Background: an optimization exercise with open tools, aiming at small area, a short achievable clock period and few clock cycles. Do not read the settings as production practice. At most, simulation tests tie the RTL to the original design; equivalence was not proved. The clock port is modelled as an ideal driver; clocking choices that lean on that would not hold on a real chip. Power figures rest on the tool's default switching activity, not on a simulated workload.

## cc1_codec
module cc1_codec (
    input  wire        clk,
    input  wire        rst,           
    input  wire        cmd_valid,
    input  wire [31:0] cmd,
    output wire        ready,
    input  wire [7:0]  buf_we,
    input  wire [63:0] buf_wdata,
    input  wire [8:0]  arg_we,
    input  wire [71:0] arg_wdata,
    output wire [63:0] buf_q,
    output wire [71:0] arg_q,
    output wire [71:0] out_q,
    output wire [7:0]  res,
    output wire [7:0]  status
);
For scale: about 17,000 sq um of cells after synthesis.
Settings: LEC_CHECK=0, CAP_MARGIN=20, CORE_MARGIN=2, CORE_UTILIZATION=40, PLACE_DENSITY=0.6, SLEW_MARGIN=20, TNS_END_PERCENT=3; clock period 10.0 ns.
standard.sh (not shown) runs the stock make flow with config.mk's settings and CLKGATE_MAP_FILE= SYNTH_SCRIPT=/design/flow/synth_recipe.tcl, a recipe that flattens the netlist after the stock synthesis.
==> flow/flow/run.sh <==
#!/bin/bash
# ORFS layout via the standard.sh, in stages:
#  - port buffers from sky130_fd_sc_hd__buf_1 instead of the default cell;
#  - synthesis, floorplan and placement with the default setup margin;
set -euo pipefail
export BUFFER_PORTS_ARGS="-buffer_cell sky130_fd_sc_hd__buf_1"
bash standard.sh synth > make_synth.log 2>&1
bash standard.sh floorplan > make_floorplan.log 2>&1
bash standard.sh place > make_place.log 2>&1
export SETUP_SLACK_MARGIN=$(cat flow/margin.txt)
bash standard.sh > make_finish.log 2>&1
==> flow/flow/margin.txt <==
6.5
Testbench counts at the start, summed over its fixed seeds: cycles 27,999.
Next try:
==> flow/flow/margin.txt (replaced) <==
6.0
--- a/flow/config.mk
+++ b/flow/config.mk
@@ -11,3 +11,3 @@
 export PLACE_DENSITY = 0.6
 export SLEW_MARGIN = 20
-export TNS_END_PERCENT = 3
+export TNS_END_PERCENT = 0
Die area is unchanged. Global-route usage falls by 0.84 points. Combinational power came out lower by 3.8%. Sequential power is about the same. Cell count barely changes. Final area is lower by 1.1%. Setup slack gets worse by 0.25 ns. Total power went down by 0.76%. Routed wire length falls by 1.7%.
Next try:
==> flow/flow/margin.txt (replaced) <==
6.5
--- a/flow/config.mk
+++ b/flow/config.mk
@@ -8,6 +8,6 @@
 export CAP_MARGIN = 20
 export CORE_MARGIN = 2
-export CORE_UTILIZATION = 40
-export PLACE_DENSITY = 0.6
+export CORE_UTILIZATION = 30
+export PLACE_DENSITY = 0.5
 export SLEW_MARGIN = 20
 export TNS_END_PERCENT = 0
After rerunning:
- The changed run completed without violations
- routed wire length went up by a few percent
- critical path depth fell by 1
- setup slack gets better by 0.16 ns
- cell area increases slightly
- die area is higher by a quarter to a third
- area after synthesis does not change
- clock skew climbs by 0.015 ns
Next try:
--- a/flow/flow/run.sh
+++ b/flow/flow/run.sh
@@ -3,4 +3,9 @@
 #  - port buffers from sky130_fd_sc_hd__buf_1 instead of the default cell;
 #  - synthesis, floorplan and placement with the default setup margin;
+#  - CTS and global routing with timing repair aiming for the setup margin in
+#    flow/margin.txt, followed by a power (area) recovery pass after CTS
+#    (flow/post_cts.tcl).
+# Each make invocation logs to its own file here; ORFS keeps per-step logs
+# under orfs/logs.
 set -euo pipefail
 export BUFFER_PORTS_ARGS="-buffer_cell sky130_fd_sc_hd__buf_1"
@@ -9,3 +14,4 @@
 bash standard.sh place > make_place.log 2>&1
 export SETUP_SLACK_MARGIN=$(cat flow/margin.txt)
+export POST_CTS_TCL=$PWD/flow/post_cts.tcl
 bash standard.sh > make_finish.log 2>&1
==> flow/flow/post_cts.tcl (new file) <==
# Area recovery after CTS timing repair: downsize cells off the critical
# paths while keeping the setup margin that the repair aimed for.
estimate_parasitics -placement
repair_timing -recover_power 100 -setup_margin $::env(SETUP_SLACK_MARGIN) -verbose
detailed_placement
check_placement -verbose
report_design_area
--- a/flow/config.mk
+++ b/flow/config.mk
@@ -8,6 +8,5 @@
 export CAP_MARGIN = 20
 export CORE_MARGIN = 2
-export CORE_UTILIZATION = 30
-export PLACE_DENSITY = 0.5
+export CORE_UTILIZATION = 40
+export PLACE_DENSITY = 0.6
 export SLEW_MARGIN = 20
-export TNS_END_PERCENT = 0
What happened:
- The new run completed with no timing, DRC or antenna violations
- power falls by 1.8%
- synthesized cell count does not change
- wire length goes down by 1.3%
- sequential share of layout area decreases by 1.5 points
- final cell count went down by 5.2%
- first-iteration DRC count is higher by 29%
- setup slack loses 0.20 ns
- die area decreases by 25%
- synthesized area does not change
- global-route usage is higher by 6.9 points
Next try:
==> flow/flow/run.sh (replaced) <==
#!/bin/bash
# ORFS layout via the standard.sh, in stages:
#  - port buffers from sky130_fd_sc_hd__buf_1 instead of the default cell;
#  - synthesis, floorplan and placement with the default setup margin;
set -euo pipefail
export BUFFER_PORTS_ARGS="-buffer_cell sky130_fd_sc_hd__buf_1"
bash standard.sh synth > make_synth.log 2>&1
bash standard.sh floorplan > make_floorplan.log 2>&1
bash standard.sh place > make_place.log 2>&1
export SETUP_SLACK_MARGIN=$(cat flow/margin.txt)
bash standard.sh > make_finish.log 2>&1
==> flow/flow/margin.txt (replaced) <==
7.0
--- a/flow/config.mk
+++ b/flow/config.mk
@@ -11,2 +11,3 @@
 export PLACE_DENSITY = 0.6
 export SLEW_MARGIN = 20
+export TNS_END_PERCENT = 0
removed: flow/flow/post_cts.tcl
What happened: Via count shrinks by 3.2%; final cell count drops by about 2%; wire length went down by about 4%; total power shrinks by about 2%; critical path depth went up by 5; setup slack improves by 0.29 ns; worst hold slack stays flat.

========
Another version of the RTL of cc1_codec (not shown whole).
Size: roughly 1900 cells after synthesis, roughly 270 flip-flops.
export LEC_CHECK = 0
export CAP_MARGIN = 20
export CORE_MARGIN = 2
export CORE_UTILIZATION = 40
export PLACE_DENSITY = 0.6
export SLEW_MARGIN = 20
export SYNTH_HIERARCHICAL = 1
export SYNTH_MINIMUM_KEEP_SIZE = 0
export TNS_END_PERCENT = 0
create_clock -name core_clock -period 10.0 [get_ports {clk}]
==> flow/flow/run.sh <==
#!/bin/bash
# ORFS layout via the standard.sh, in stages:
#  - port buffers from sky130_fd_sc_hd__buf_1 instead of the default cell;
#  - the three-input XOR/XNOR cells added to the platform's DONT_USE_CELLS,
#    so the CRC networks map to faster two-input XORs;
#  - synthesis, floorplan and placement with the default setup margin;
#  - CTS and global routing with timing repair aiming for the setup margin in
#    flow/margin.txt, followed by a power (area) recovery pass after CTS
#    (flow/post_cts.tcl).
# Each make invocation logs to its own file here; ORFS keeps per-step logs
# under orfs/logs.
set -euo pipefail
export BUFFER_PORTS_ARGS="-buffer_cell sky130_fd_sc_hd__buf_1"
base=$(make -s -C "$FLOW_HOME" DESIGN_CONFIG="$PWD/config.mk" WORK_HOME="$PWD/orfs" print-DONT_USE_CELLS 2> make_print.log | sed -n 's/^DONT_USE_CELLS: //p')
du="DONT_USE_CELLS=$base sky130_fd_sc_hd__xor3_1 sky130_fd_sc_hd__xor3_2 sky130_fd_sc_hd__xor3_4 sky130_fd_sc_hd__xnor3_1 sky130_fd_sc_hd__xnor3_2 sky130_fd_sc_hd__xnor3_4"
echo "$du" > dont_use.txt
bash standard.sh synth "$du" > make_synth.log 2>&1
bash standard.sh floorplan "$du" > make_floorplan.log 2>&1
bash standard.sh place "$du" > make_place.log 2>&1
export SETUP_SLACK_MARGIN=$(cat flow/margin.txt)
export POST_CTS_TCL=$PWD/flow/post_cts.tcl
bash standard.sh finish "$du" > make_finish.log 2>&1
==> flow/flow/margin.txt <==
7.0
==> flow/flow/post_cts.tcl <==
# Area recovery after CTS timing repair: downsize cells off the critical
# paths while keeping the setup margin that the repair aimed for.
estimate_parasitics -placement
repair_timing -recover_power 100 -setup_margin $::env(SETUP_SLACK_MARGIN) -verbose
detailed_placement
check_placement -verbose
report_design_area
==> next run, changes <==
CTS_BUF_LIST = sky130_fd_sc_hd__clkbuf_8   (was unset)
CTS_CLUSTER_SIZE = 30   (was unset)
TNS_END_PERCENT = unset   (was 0)
- cell count is higher by 10%
- via count is higher by 13%
- worst hold slack is better by 17 ps
- power rose by 3.0%
- combinational power increases by 36%
- wire length increases by 17%
- synthesized area is unchanged
- critical path depth came out higher by 4
- worst setup slack gains 89 ps
- fmax went up by 2.3%
==> next run, changes <==
--- a/flow/flow/run.sh
+++ b/flow/flow/run.sh
@@ -8 +8 @@
-#    flow/margin.txt, followed by a power (area) recovery pass after CTS
+#    flow/margin.txt, followed by a power (area) recovery pass after CTS that keeps the worst slack
==> flow/flow/margin.txt (replaced) <==
6.5
==> flow/flow/post_cts.tcl (replaced) <==
# Area recovery after CTS timing repair: downsize cells on paths whose setup
# slack is above the worst slack that the repair reached, so the worst path
# is kept and the rest give back area.
estimate_parasitics -placement
set ws [worst_slack -max]
puts "post_cts: worst setup slack $ws"
repair_timing -recover_power 100 -setup_margin [expr {$ws - 0.02}] -verbose
detailed_placement
check_placement -verbose
estimate_parasitics -placement
puts "post_cts: worst setup slack after recovery [worst_slack -max]"
report_design_area
CTS_BUF_LIST = unset   (was sky130_fd_sc_hd__clkbuf_8)
CTS_CLUSTER_SIZE = unset   (was 30)
The changed run went through all stages and came out clean.
Sequential share of layout area goes up by 2.7 points.
Via count goes down by 7.9%.
Cell area goes down by 12%.
Maximum frequency is about the same.
Wire length goes down by 8.6%.
No run of this note included a check of the RTL's function; only the layout flow was run.

========
Another version of the RTL of cc1_codec (not shown whole).
For scale: roughly 410 I/O pins, ~17000 um2 of cells after synthesis.
clock: 10.0 ns
lec_check: 0
cap_margin: 20
core_margin: 2
core_utilization: 40
place_density: 0.6
slew_margin: 20
tns_end_percent: 5
==> flow/flow/run.sh <==
#!/bin/bash
# ORFS layout via the standard.sh, in stages:
#  - port buffers from sky130_fd_sc_hd__buf_1 instead of the default cell;
#  - synthesis, floorplan and placement with the default setup margin;
#  - CTS and global routing with timing repair aiming for the setup margin in
#    flow/margin.txt, followed by a power (area) recovery pass after CTS
#    (flow/post_cts.tcl).
# Each make invocation logs to its own file here; ORFS keeps per-step logs
# under orfs/logs.
set -euo pipefail
export BUFFER_PORTS_ARGS="-buffer_cell sky130_fd_sc_hd__buf_1"
bash standard.sh synth > make_synth.log 2>&1
bash standard.sh floorplan > make_floorplan.log 2>&1
bash standard.sh place > make_place.log 2>&1
export SETUP_SLACK_MARGIN=$(cat flow/margin.txt)
export POST_CTS_TCL=$PWD/flow/post_cts.tcl
bash standard.sh > make_finish.log 2>&1
==> flow/flow/margin.txt <==
6.5
==> flow/flow/post_cts.tcl <==
# Area recovery after CTS timing repair: downsize cells off the critical
# paths while keeping the setup margin that the repair aimed for.
estimate_parasitics -placement
repair_timing -recover_power 100 -setup_margin $::env(SETUP_SLACK_MARGIN) -verbose
detailed_placement
check_placement -verbose
report_design_area
Testbench counts at the start, summed over its fixed seeds: cycles 27,999.
==> next run, changes <==
==> flow/flow/run.sh (replaced) <==
#!/bin/bash
set -euo pipefail
export BUFFER_PORTS_ARGS="-buffer_cell sky130_fd_sc_hd__buf_1"
if [[ -f flow/margin.txt ]]; then export SETUP_SLACK_MARGIN=$(cat flow/margin.txt); fi
bash standard.sh > make_finish.log 2>&1
--- a/flow/config.mk
+++ b/flow/config.mk
@@ -11,3 +11,2 @@
 export PLACE_DENSITY = 0.6
 export SLEW_MARGIN = 20
-export TNS_END_PERCENT = 5
removed: flow/flow/post_cts.tcl
Die area is unchanged; wire length grows by 3.4%; non-clock buffer count grows by 17; sequential share of layout area shrinks by 0.93 points.
==> next run, changes <==
==> flow/flow/run.sh (replaced) <==
#!/bin/bash
# ORFS layout via the standard.sh, in stages:
#  - port buffers from sky130_fd_sc_hd__buf_1 instead of the default cell;
#  - synthesis, floorplan and placement with the default setup margin;
#  - CTS and global routing with timing repair aiming for the setup margin in
#    flow/margin.txt, followed by a power (area) recovery pass after CTS
#    (flow/post_cts.tcl).
# Each make invocation logs to its own file here; ORFS keeps per-step logs
# under orfs/logs.
set -euo pipefail
export BUFFER_PORTS_ARGS="-buffer_cell sky130_fd_sc_hd__buf_1"
bash standard.sh synth > make_synth.log 2>&1
bash standard.sh floorplan > make_floorplan.log 2>&1
bash standard.sh place > make_place.log 2>&1
export SETUP_SLACK_MARGIN=$(cat flow/margin.txt)
export POST_CTS_TCL=$PWD/flow/post_cts.tcl
bash standard.sh > make_finish.log 2>&1
==> flow/flow/post_cts.tcl (new file) <==
# Area recovery after CTS timing repair: downsize cells off the critical
# paths while keeping the setup margin that the repair aimed for.
estimate_parasitics -placement
repair_timing -recover_power 100 -setup_margin $::env(SETUP_SLACK_MARGIN) -verbose
detailed_placement
check_placement -verbose
report_design_area
--- a/flow/config.mk
+++ b/flow/config.mk
@@ -11,2 +11,3 @@
 export PLACE_DENSITY = 0.6
 export SLEW_MARGIN = 20
+export TNS_END_PERCENT = 0
First-iteration DRC count fell by about a fifth.
Count of clock-buffer cells in the layout rose by 3.
Global-route usage fell by 0.77 points.
Synthesized cell count does not change.
Clock skew hardly moves.

-- re-timing with driven ports --
In the flow no input, the clock included, has a driving cell. The finished layouts below were timed again as built, in two steps.
Step 1: set_driving_cell puts a clkbuf_16 on clk and a buf_2 on each other input, an assumption about the parent block.
Step 2 moves the port delays by t, midway between the first and last clock arrival at a register: inputs arrive t later, outputs are due t later. That takes back most of the time a late clock gives input paths.
Three values: no drivers, after step 1, after step 2; two values: the first two.
run	t, ns	slack for setup (ns)	worst data-port slew with drivers (ns)
the first run of note 1	0.637	6.077 / 6.102 / 5.465	0.07
the second run of note 1	0.638	5.828 / 5.865 / 5.227	0.06
the third run of note 1	0.595	5.989 / 6.024 / 5.429	0.08
the fourth run of note 1	0.641	5.790 / 5.812 / 5.172	0.07
the fifth run of note 1	0.638	6.076 / 6.104 / 5.466	0.07
the first run of note 2	0.638	6.072 / 6.102 / 5.464	0.07
the second run of note 2	0.693	6.161 / 6.172 / 5.480	0.07
the third run of note 2	0.637	6.168 / 6.194 / 5.557	0.07
the first run of note 3	0.601	6.009 / 6.039 / 5.438	0.09
the second run of note 3	0.587	5.937 / 5.943 / 5.371	0.07
the third run of note 3	0.598	5.987 / 6.017 / 5.419	0.09
After both steps setup and hold are still met in every run listed. For the second run of note 2, which loses most, drivers alone change the setup slack by +0.011 ns; drivers and shift together by -0.681 ns.
